Context: an optimization exercise on an open-source flow, tuned for small area, a short achievable clock period and few clock cycles per item. The choices shown serve that exercise and are no tape-out recipe.
At most, simulation tests tie the RTL to the original design; equivalence was not proved.
Power figures rest on the tool's default switching activity, not on a simulated workload.

Design xarm_codec_a, start of the top module:
module xarm_codec_a (
    input  wire        clk,
    input  wire        rst,
    input  wire        req_valid,
    output wire        req_ready,
    input  wire [7:0]  req_op,
    input  wire [7:0]  req_cmd,
    input  wire [7:0]  req_n,
    input  wire [7:0]  req_rxn,
    input  wire [15:0] req_dur,
    input  wire        in_valid,
    output wire        in_ready,
    input  wire [7:0]  in_data,
    output wire        out_valid,
    input  wire        out_ready,
    output wire [7:0]  out_data,
    output wire        out_last,
    output wire        resp_valid,
    input  wire        resp_ready,
    output wire [7:0]  resp_status,
    output wire [7:0]  resp_reason,
    output wire [15:0] resp_val
);
    localparam [7:0] SIG = 8'h55;
    localparam [2:0] C_ENC = 3'd0, C_SETPOS = 3'd1, C_GETPOS = 3'd2, C_STOP = 3'd3,
                     C_BATT = 3'd4, C_DEC = 3'd5, C_DECPOS = 3'd6, C_DECBATT = 3'd7;
    localparam [2:0] R_OK = 3'd0, R_NR = 3'd1, R_PM = 3'd2, R_BR1 = 3'd3,
                     R_BR2 = 3'd4, R_BR11 = 3'd5, R_BR12 = 3'd6, R_FF = 3'd7;
    localparam [2:0] M_IDLE = 3'd0, M_EWAIT = 3'd1, M_ERUN = 3'd2, M_DRAIN = 3'd3,
                     M_RESP = 3'd4, M_IDS = 3'd5, M_RX = 3'd6, M_DEC = 3'd7;
    localparam [1:0] O_IDLE = 2'd0, O_FRAME = 2'd1, O_POS = 2'd2, O_PASS = 2'd3;
    reg [2:0]  mst;
    reg [2:0]  opc;
    reg        opok;       
    reg [7:0]  cmd;        
    reg [7:0]  n;
    reg [7:0]  rxn;
    reg [6:0]  flen;       
    reg [7:0]  j;          
    reg [4:0]  k;          
    reg [1:0]  tp;         
    reg [1:0]  rpt;        
    reg        sig_ok, cmd_ok, ids_ok;
    reg        lbad;       
    reg [2:0]  pre;        
    reg        dec_win;    
    reg [4:0]  kr;         
    reg [1:0]  osm;
    reg [5:0]  fidx;       
    reg        pdone;      
    reg        os_cur;     
    reg        pos_todo;   
    reg        pass_todo;  
    reg        ov, ol;     
    reg [7:0]  od;
  ...
==> flow/config.mk <==
export PLATFORM = sky130hd
export DESIGN_NAME = xarm_codec_a
export DESIGN_NICKNAME = xarm_codec_a
export VERILOG_FILES = /design/flow/design.v
export SDC_FILE = /design/flow/constraint.sdc
export NUM_CORES = 4
export LEC_CHECK = 0
export CAP_MARGIN = 20
export CORE_MARGIN = 2
export CORE_UTILIZATION = 40
export CTS_BUF_LIST = sky130_fd_sc_hd__clkbuf_4 sky130_fd_sc_hd__clkbuf_8
export SETUP_SLACK_MARGIN = 3.9
export SLEW_MARGIN = 20
export TNS_END_PERCENT = 2
==> flow/constraint.sdc <==
create_clock -name core_clock -period 6.5 [get_ports {clk}]
set_input_delay 1.3000 -clock core_clock [delete_from_list [all_inputs] [get_ports {clk}]]
set_output_delay 1.3000 -clock core_clock [all_outputs]
set_load 0.01 [all_outputs]
standard.sh (not shown) runs the stock make flow with config.mk's settings and CLKGATE_MAP_FILE= SYNTH_SCRIPT=/design/flow/synth_recipe.tcl, a recipe that flattens the netlist after the stock synthesis.
==> flow/flow/run.sh <==
#!/bin/bash
# The standard layout, with plain buf_2 cells as the port buffers instead of
# the delay cells buffer_ports picks on its own.
set -euo pipefail
export BUFFER_PORTS_ARGS="-buffer_cell sky130_fd_sc_hd__buf_2"
bash standard.sh > standard_flow.log 2>&1
Rerun with:
--- a/flow/design.v
+++ b/flow/design.v
@@ -147,24 +147,22 @@
     wire k_lt_n   = (kr != 5'd0);
     wire trip     = is_decpos && (j >= 8'd5) && k_lt_n;
     wire k_last   = (kr == 5'd1);
     wire [2:0] hlen = (opc == C_SETPOS) ? 3'd7 :
                       (opc == C_GETPOS || opc == C_STOP) ? 3'd5 : 3'd4;
     wire [6:0] pend = flen + 7'd2;
     wire o_idle  = (osm == O_IDLE);
     wire o_frame = (osm == O_FRAME);
     wire o_pos   = (osm == O_POS);
     wire o_pass  = (osm == O_PASS);
-    reg        f_hdr, f_pay;
-    wire [6:0] fidx1w = {1'b0, fidx} + 7'd1;
-    wire       hdr_nx = os_cur && (fidx1w < {4'b0000, hlen});
-    wire       pay_nx = os_cur && (fidx1w >= {4'b0000, hlen}) && (fidx1w < pend);
+    wire f_hdr = os_cur && (fidx < {3'b000, hlen});
+    wire f_pay = os_cur && !f_hdr && ({1'b0, fidx} < pend);
     reg [7:0] hdr_byte;
     always @(*) begin
         case (fidx[2:0])
             3'd0, 3'd1: hdr_byte = SIG;
             3'd2:       hdr_byte = {1'b0, flen};
             3'd3:       hdr_byte = cmd;
             3'd4:       hdr_byte = n;
             3'd5:       hdr_byte = lbuf[17];
             default:    hdr_byte = lbuf[18];
         endcase
@@ -316,69 +314,62 @@
         if (pass_fire && !ofree)
             skv_n = 1'b1;
         ov_n = ld ? 1'b1 : (out_ready ? 1'b0 : ov);
         od_n = ld ? ld_d : od;
         ol_n = ld ? ld_l : ol;
     end
     wire [2:0] c = frame_post ? R_OK : m_rx ? outcome(sig_nx, cmd_nx) : outcome(sig_ok, cmd_ok);
     wire resp_v_n   = frame_post || post_main || (resp_v && !resp_ready);
     wire rv_hold_n  = post_main ? is_decbatt : frame_post ? 1'b0 : rv_hold;
     wire       guard    = !(resp_v && rv_hold);
+    wire       pay_cur  = (fidx >= {3'b000, hlen}) && ({1'b0, fidx} < pend);
+    wire       pay_nxt  = (fidx1 >= {3'b000, hlen}) && ({1'b0, fidx1} < pend) && (fidx != 6'd63);
     wire       erun_keep = (mst == M_ERUN) && !enc_done;
     wire       ld_frame = ofree && (f_hdr || !f_pay || src_v);
-    wire       ir_erun  = erun_keep && (ld_frame ? pay_nx : (f_pay && !skv && !pass_fire));
+    wire       ir_erun  = erun_keep && (ld_frame ? pay_nxt : (pay_cur && !skv && !pass_fire));
     wire [7:0] reload   = is_decpos ? rxn : n;
     wire       ir_drain = (mst == M_DRAIN) &&
                           ((j == 8'd0) ? ((rpt != 2'd0) && (reload != 8'd0)) : (!in_fire || (j != 8'd1)));
     wire       ir_dec   = (mst == M_DEC) && guard && opok && !c_drain && !c_enc &&
                           ((opc == C_DECPOS) || (pre != R_NR));
     wire       ir_ids   = (mst == M_IDS) && guard && (!(in_fire && k_last) || (pre != R_NR));
     wire       dw_a     = is_dec && pre_ok && !lbad && sig_ok && cmd_ok &&
                           (j1 >= 8'd4) && (j1 < n + 8'd4);
     wire       dwin_n   = in_fire ? (dw_a && !((j == 8'd3) && (in_data != cmd))) : dec_win;
     wire       pass_n   = pass_start || (o_pass && !(pdone && olast_fire));
     wire       ir_rx    = m_rx && guard && !(in_fire && rx_last) && (!dwin_n || (pass_n && !skv_n));
     wire       ir_n     = ir_erun || ir_drain || ir_dec || ir_ids || ir_rx;
     always @(posedge clk) begin
         if (rst) begin
             mst       <= M_IDLE;
             osm       <= O_IDLE;
             pdone     <= 1'b0;
             os_cur    <= 1'b0;
             pos_todo  <= 1'b0;
             pass_todo <= 1'b0;
-            f_hdr     <= 1'b0;
-            f_pay     <= 1'b0;
             ov        <= 1'b0;
             skv       <= 1'b0;
             ir        <= 1'b0;
             rr        <= 1'b1;
             resp_v    <= 1'b0;
         end else begin
             mst       <= mst_n;
             osm       <= osm_n;
             pdone     <= pdone_n;
             os_cur    <= os_cur_n;
             ov        <= ov_n;
             skv       <= skv_n;
             ir        <= ir_n;
             rr        <= (mst_n == M_IDLE);
             resp_v    <= resp_v_n;
             pos_todo  <= pos_start ? 1'b0 : (pos_trig  ? 1'b1 : pos_todo);
             pass_todo <= pass_start ? 1'b0 : (pass_trig ? 1'b1 : pass_todo);
-            if (frame_start) begin
-                f_hdr <= 1'b1;
-                f_pay <= 1'b0;
-            end else if (ld && o_frame) begin
-                f_hdr <= hdr_nx;
-                f_pay <= pay_nx;
-            end
         end
     end
     always @(posedge clk) begin
         j       <= j_n;
         dec_win <= dec_win_n;
         fidx    <= fidx_n;
         od      <= od_n;
         ol      <= ol_n;
         rv_hold <= rv_hold_n;
         if (pass_fire && !ofree)
After rerunning: The changed run ran to the end with no violations; via count rises by 2.9%; design area rises by 1.3%; wire length rises by 5.7%; global-route usage rises by 1.5 points; count of clock-buffer cells in the layout rises by 5; die area rises by 1.7%; non-clock buffer count falls by 13; core utilization falls by 0.42 points; hold slack gets better by 37 ps; sequential power rises by about 1%; setup slack gets better by 110 ps.
Testbench counts after the change, summed over its fixed seeds: cycles 160,886, items 3,200.
Only the layout flow was run in the first run of this note; the RTL was not checked for function there.

## afterwards: timing with drivers on the ports
In the flow no input, the clock included, has a driving cell. The finished layouts below were timed again as built, in two steps.
Step 1 (the two cells are an assumption about what drives the block):
set clk [get_ports {clk}]
set_driving_cell -lib_cell sky130_fd_sc_hd__clkbuf_16 $clk
set_driving_cell -lib_cell sky130_fd_sc_hd__buf_2 [delete_from_list [all_inputs] $clk]
Step 2 times the ports against the registers' clock, not the clock port: input delays grow and output delays shrink by t, the midpoint of the rising clock arrivals with the driver on.
Three values: ideal ports, drivers, drivers and shift; two values: the first two.
run | t, ns | setup WS [ns] | worst setup path at the end | worst data-port slew with drivers (ns)
the first run | 0.712 | 3.543 / 3.543 / 2.901 | input to register | 0.06
the second run | 0.710 | 3.649 / 3.649 / 3.025 | input to register | 0.07
After both steps every run listed still meets setup and hold. For the first run, which loses most, drivers alone change the setup slack by 0.000 ns; drivers and shift together by -0.642 ns.
